Background: an optimization exercise with open tools, aiming at small area and a short achievable clock period. Do not read the settings as production practice.
Function was checked by simulation only, so behaviour that the tests miss may differ from the original.
Power is estimated from default activity; no workload was simulated.

Design rlwe_rec, start of the top module:
module rlwe_rec (
    input  wire         clk,
    input  wire         rst,         
    input  wire         in_valid,
    input  wire         in_mode,     
    input  wire [127:0] in_x,        
    input  wire         in_bit,      
    input  wire [7:0]   in_r,        
    output reg          out_valid,
    output reg  [7:0]   out_r,       
    output reg          out_key      
);
Settings: LEC_CHECK=0, CAP_MARGIN=20, CORE_MARGIN=2, CORE_UTILIZATION=65, CTS_BUF_LIST=sky130_fd_sc_hd__clkbuf_4, PLACE_DENSITY=0.75, SLEW_MARGIN=20; clock period 15.0 ns.
standard.sh (not shown) runs the stock make flow with config.mk's settings and CLKGATE_MAP_FILE= SYNTH_SCRIPT=/design/flow/synth_recipe.tcl, a recipe that flattens the netlist after the stock synthesis.
==> flow/flow/run.sh <==
#!/bin/bash
set -e
export BUFFER_PORTS_ARGS="-buffer_cell sky130_fd_sc_hd__buf_1"
export SETUP_SLACK_MARGIN=11.0
export CTS_ARGS="-sink_clustering_enable -repair_clock_nets -buf_list sky130_fd_sc_hd__clkbuf_4 -dont_use_dummy_load -sink_clustering_size 8 -sink_clustering_max_diameter 50"
{
  echo "BUFFER_PORTS_ARGS=$BUFFER_PORTS_ARGS"
  echo "SETUP_SLACK_MARGIN=$SETUP_SLACK_MARGIN"
  echo "CTS_ARGS=$CTS_ARGS"
} > run.log
bash standard.sh > standard.log 2>&1
echo "standard.sh finished" >> run.log
The starting point went through all stages and came out clean.
Edit:
==> flow/flow/run.sh (replaced) <==
#!/bin/bash
set -e
export BUFFER_PORTS_ARGS="-buffer_cell sky130_fd_sc_hd__buf_1"
export SETUP_SLACK_MARGIN=10.75
export CTS_ARGS="-sink_clustering_enable -repair_clock_nets -buf_list sky130_fd_sc_hd__clkbuf_4 -dont_use_dummy_load"
{
  echo "BUFFER_PORTS_ARGS=$BUFFER_PORTS_ARGS"
  echo "SETUP_SLACK_MARGIN=$SETUP_SLACK_MARGIN"
  echo "CTS_ARGS=$CTS_ARGS"
} > run.log
bash standard.sh > standard.log 2>&1
echo "standard.sh finished" >> run.log
Core utilization decreases by 0.88 points. Clock power increases by a quarter to a third. Die area does not change. Routed wire length fell by a few percent. Register-to-register slack loses 0.09 ns. Synthesized cell count stays the same. Sequential power barely changes. Sequential share of layout area rose by 0.16 points. Non-clock buffer count decreases by 16. Worst setup slack gets worse by 0.091 ns.


run 1:
rlwe_rec again, from the RTL that the note above started with.
clock: 15.0 ns
lec_check: 0
cap_margin: 20
core_margin: 2
core_utilization: 65
cts_buf_list: sky130_fd_sc_hd__clkbuf_4
place_density: 0.75
slew_margin: 20
==> flow/flow/run.sh <==
#!/bin/bash
# The standard layout (standard.sh: the standard flow's own synthesis, floorplan, place,
# CTS and route, unchanged), with one difference: the buffer that
# global placement puts on every input and output port is the small
# sky130_fd_sc_hd__buf_1 instead of the cell buffer_ports picks by itself.
# Every port still gets its own buffer.
set -e
export BUFFER_PORTS_ARGS="-buffer_cell sky130_fd_sc_hd__buf_1"
export SETUP_SLACK_MARGIN=10.75
echo "BUFFER_PORTS_ARGS=$BUFFER_PORTS_ARGS" > run.log
bash standard.sh > standard.log 2>&1
echo "standard.sh finished" >> run.log
Input-level comparison between run 2 and run 1:
==> flow/run.sh (new file) <==
#!/bin/bash
# synth_recipe.tcl (not shown) runs the flow's synth.tcl, then flattens the netlist and writes it again
# the make line also repeats each setting of config.mk as NAME=value (left out here)
make -C /OpenROAD-flow-scripts/flow DESIGN_CONFIG=/design/flow/config.mk WORK_HOME=/design/flow/orfs CLKGATE_MAP_FILE= SYNTH_SCRIPT=/design/flow/synth_recipe.tcl finish
removed: flow/flow/run.sh
removed: flow/standard.sh
--- outcome ---
- Run 2 reached the final stage; the timing, design-rule and antenna checks on its layout passed.
- Re worst relative slew slack: run 1 and run 2 aren't equal, and the higher value belongs to run 1.
- Design area ends up higher on run 2.
- The lower fraction of area in non-clock buffers of run 1 and run 2 is in run 1.
- Run 2 vs. run 1: setup slack moved down, routed length on met2 fell by 86 um.
> inputs changed (run 2 -> run 3)
# run 2
export LEC_CHECK = 0
export CAP_MARGIN = 20
export CORE_MARGIN = 2
export CORE_UTILIZATION = 65
export CTS_BUF_LIST = sky130_fd_sc_hd__clkbuf_4
export PLACE_DENSITY = 0.75
export SLEW_MARGIN = 20
create_clock -name core_clock -period 15.0 [get_ports {clk}]
# run 3
export LEC_CHECK = 0
export CAP_MARGIN = 20
export CORE_MARGIN = 2
export CORE_UTILIZATION = 65
export CTS_BUF_LIST = sky130_fd_sc_hd__clkbuf_4
export PLACE_DENSITY = 0.75
export SLEW_MARGIN = 20
export TNS_END_PERCENT = 10
create_clock -name core_clock -period 15.0 [get_ports {clk}]
==> flow/flow/run.sh (new file) <==
#!/bin/bash
set -e
export BUFFER_PORTS_ARGS="-buffer_cell sky130_fd_sc_hd__buf_1"
export SETUP_SLACK_MARGIN=10.75
export SETUP_MOVE_SEQUENCE="unbuffer,sizeup,swap"
export CTS_ARGS="-sink_clustering_enable -repair_clock_nets -buf_list sky130_fd_sc_hd__clkbuf_4 -dont_use_dummy_load -sink_clustering_size 8 -sink_clustering_max_diameter 50"
{
  echo "BUFFER_PORTS_ARGS=$BUFFER_PORTS_ARGS"
  echo "SETUP_SLACK_MARGIN=$SETUP_SLACK_MARGIN"
  echo "SETUP_MOVE_SEQUENCE=$SETUP_MOVE_SEQUENCE"
  echo "CTS_ARGS=$CTS_ARGS"
} > run.log
bash standard.sh > standard.log 2>&1
echo "standard.sh finished" >> run.log
==> flow/standard.sh (new file) <==
#!/bin/bash
# synth_recipe.tcl (not shown) runs the flow's synth.tcl, then flattens the netlist and writes it again
# the make line also repeats each setting of config.mk as NAME=value (left out here)
make -C /OpenROAD-flow-scripts/flow DESIGN_CONFIG=/design/flow/config.mk WORK_HOME=/design/flow/orfs CLKGATE_MAP_FILE= SYNTH_SCRIPT=/design/flow/synth_recipe.tcl "${@:-finish}"
removed: flow/run.sh
## What came out
- Re non-clock buffer count: run 3 and run 2 aren't equal, and the higher value belongs to run 2.
- Going from run 2 to run 3, the minimum setup slack among reg-to-reg paths was found to have gone up by 540 ps.
- In run 3 relative to run 2, per-cell routed wire length had gone down slightly.
- Changes observed in run 3 relative to run 2: fraction of synthesized cell area in xor and xnor cells about even, maximum clock rate has increased.
- [compare] base=run 2 new=run 3: wire length now smaller; footprint of the multi-input gates now larger; post-place setup slack now larger; wire length of the first global-routing pass now smaller; final worst-path cycle share now smaller.
- In the reports for run 3 and run 2, the larger final weighted congestion in routability-driven placement belongs to run 2.
Relative to run 3, the following input files were edited for run 4:
# run 3
export LEC_CHECK = 0
export CAP_MARGIN = 20
export CORE_MARGIN = 2
export CORE_UTILIZATION = 65
export CTS_BUF_LIST = sky130_fd_sc_hd__clkbuf_4
export PLACE_DENSITY = 0.75
export SLEW_MARGIN = 20
export TNS_END_PERCENT = 10
create_clock -name core_clock -period 15.0 [get_ports {clk}]
# run 4
export LEC_CHECK = 0
export CAP_MARGIN = 20
export CORE_MARGIN = 2
export CORE_UTILIZATION = 65
export CTS_BUF_LIST = sky130_fd_sc_hd__clkbuf_4
export PLACE_DENSITY = 0.75
export SLEW_MARGIN = 20
create_clock -name core_clock -period 15.0 [get_ports {clk}]
==> flow/flow/run.sh <==
#!/bin/bash
set -e
export BUFFER_PORTS_ARGS="-buffer_cell sky130_fd_sc_hd__buf_1"
export SETUP_SLACK_MARGIN=10.75
export CTS_ARGS="-sink_clustering_enable -repair_clock_nets -buf_list sky130_fd_sc_hd__clkbuf_4 -dont_use_dummy_load -sink_clustering_size 8 -sink_clustering_max_diameter 50"
echo "BUFFER_PORTS_ARGS=$BUFFER_PORTS_ARGS" > run.log
echo "SETUP_SLACK_MARGIN=$SETUP_SLACK_MARGIN" >> run.log
bash standard.sh > standard.log 2>&1
echo "standard.sh finished" >> run.log
--- outcome ---
[run 4] detailed-route vias per instance rose 0.024 relative to run 3. The standard cells in run 4 occupy more silicon area than those in run 3 do. The area added between synthesis and finish of run 4 is higher than that of run 3. From run 3 to run 4 the numbers moved as follows: reported leakage power went up by 3.7%, initial core utilization essentially unchanged, first-pass GRT wire length went up by 2.9%, clock-buffer cell count has increased. Higher net count reported at finish goes to run 4 over run 3. In run 4, the remaining max-slew budget at the tightest pin came out 0.67 points below the value in run 3. Final critical-path share of the clock period in run 4 is 0.59 points below run 3. Run 3 has lower routed wire length than run 4.
--- input diff run 4..run 5 ---
==> flow/flow/run.sh <==
#!/bin/bash
# The standard layout (standard.sh: the standard flow's own synthesis, floorplan, place,
# CTS and route, unchanged), with one difference: the buffer that
# global placement puts on every input and output port is the small
# sky130_fd_sc_hd__buf_1 instead of the cell buffer_ports picks by itself.
# Every port still gets its own buffer.
set -e
export BUFFER_PORTS_ARGS="-buffer_cell sky130_fd_sc_hd__buf_1"
echo "BUFFER_PORTS_ARGS=$BUFFER_PORTS_ARGS" > run.log
bash standard.sh > standard.log 2>&1
echo "standard.sh finished" >> run.log
--- outcome ---
In terms of number of cells in the design after placement, run 5 and run 4 differ only marginally. Compared with run 4, total power in run 5 decreased slightly. Run 5 ended up with a lower via count than run 4 did. For the multi-input logic portion of the cell area, run 5 came in 0.87 points lower than run 4 did. Run 5 against run 4: via density per instance -about 2%, clock transition at the register clock pins on the worst setup and hold paths after CTS comparable, final design instance area without fill saw a decrease. Share of power burned in the clock network was lower in the run labelled run 4. The startpoint-to-endpoint class of the critical path comes out flip-flop to flip-flop in one run and input port to flip-flop in the other, namely in run 5 and run 4 respectively. Of run 5 and run 4, it is run 5 that has the lower wire length. Compared run 5 against run 4; non-clock inverter count in the final layout within noise.

==> afterwards: timing with drivers on the ports <==
How much do the figures lean on ideal ports? The routed layouts below were timed once more, with nothing changed but the port constraints. Step 1, drivers: a clkbuf_16 drives clk and a buf_2 each remaining input, both assumed. Step 2 adds t to the input delays and takes it off the output delays; t is the mean of the earliest and latest rising clock arrival at the registers after step 1. Input paths then give back, and output paths get back, about the clock's delay inside the block. Three values: ideal ports, drivers, drivers and shift; two values: the first two.
run | t, ns | setup WS [ns] | hold WS [ns] | clock arrival spread, ns | worst data-port slew with drivers (ns)
the first run of note 1 | 0.737 | 10.432 / 10.432 / 9.761 | 0.450 / 0.450 / 0.450 | 0.042 / 0.042 | 0.06
the second run of note 1 | 0.688 | 10.341 / 10.341 / 9.713 | 0.441 / 0.441 / 0.441 | 0.104 / 0.104 | 0.06
run 1 | 0.742 | 10.371 / 10.371 / 9.702 | 0.444 / 0.444 / 0.444 | 0.052 / 0.053 | 0.06
run 2 | 0.733 | 9.557 / 9.580 / 8.847 | 0.447 / 0.447 / 0.447 | 0.048 / 0.048 | 0.05
run 3 | 0.637 | 10.302 / 10.302 / 9.744 | 0.429 / 0.429 / 0.429 | 0.086 / 0.087 | 0.07
run 4 | 0.647 | 10.391 / 10.383 / 9.736 | 0.423 / 0.423 / 0.423 | 0.073 / 0.074 | 0.06
run 5 | 0.707 | 9.865 / 9.865 / 9.201 | 0.440 / 0.440 / 0.440 | 0.055 / 0.055 | 0.04
After both steps setup and hold are still met in every run listed. The setup slack of run 2, which loses most, moves by +0.023 ns with the drivers and by -0.710 ns with both steps.
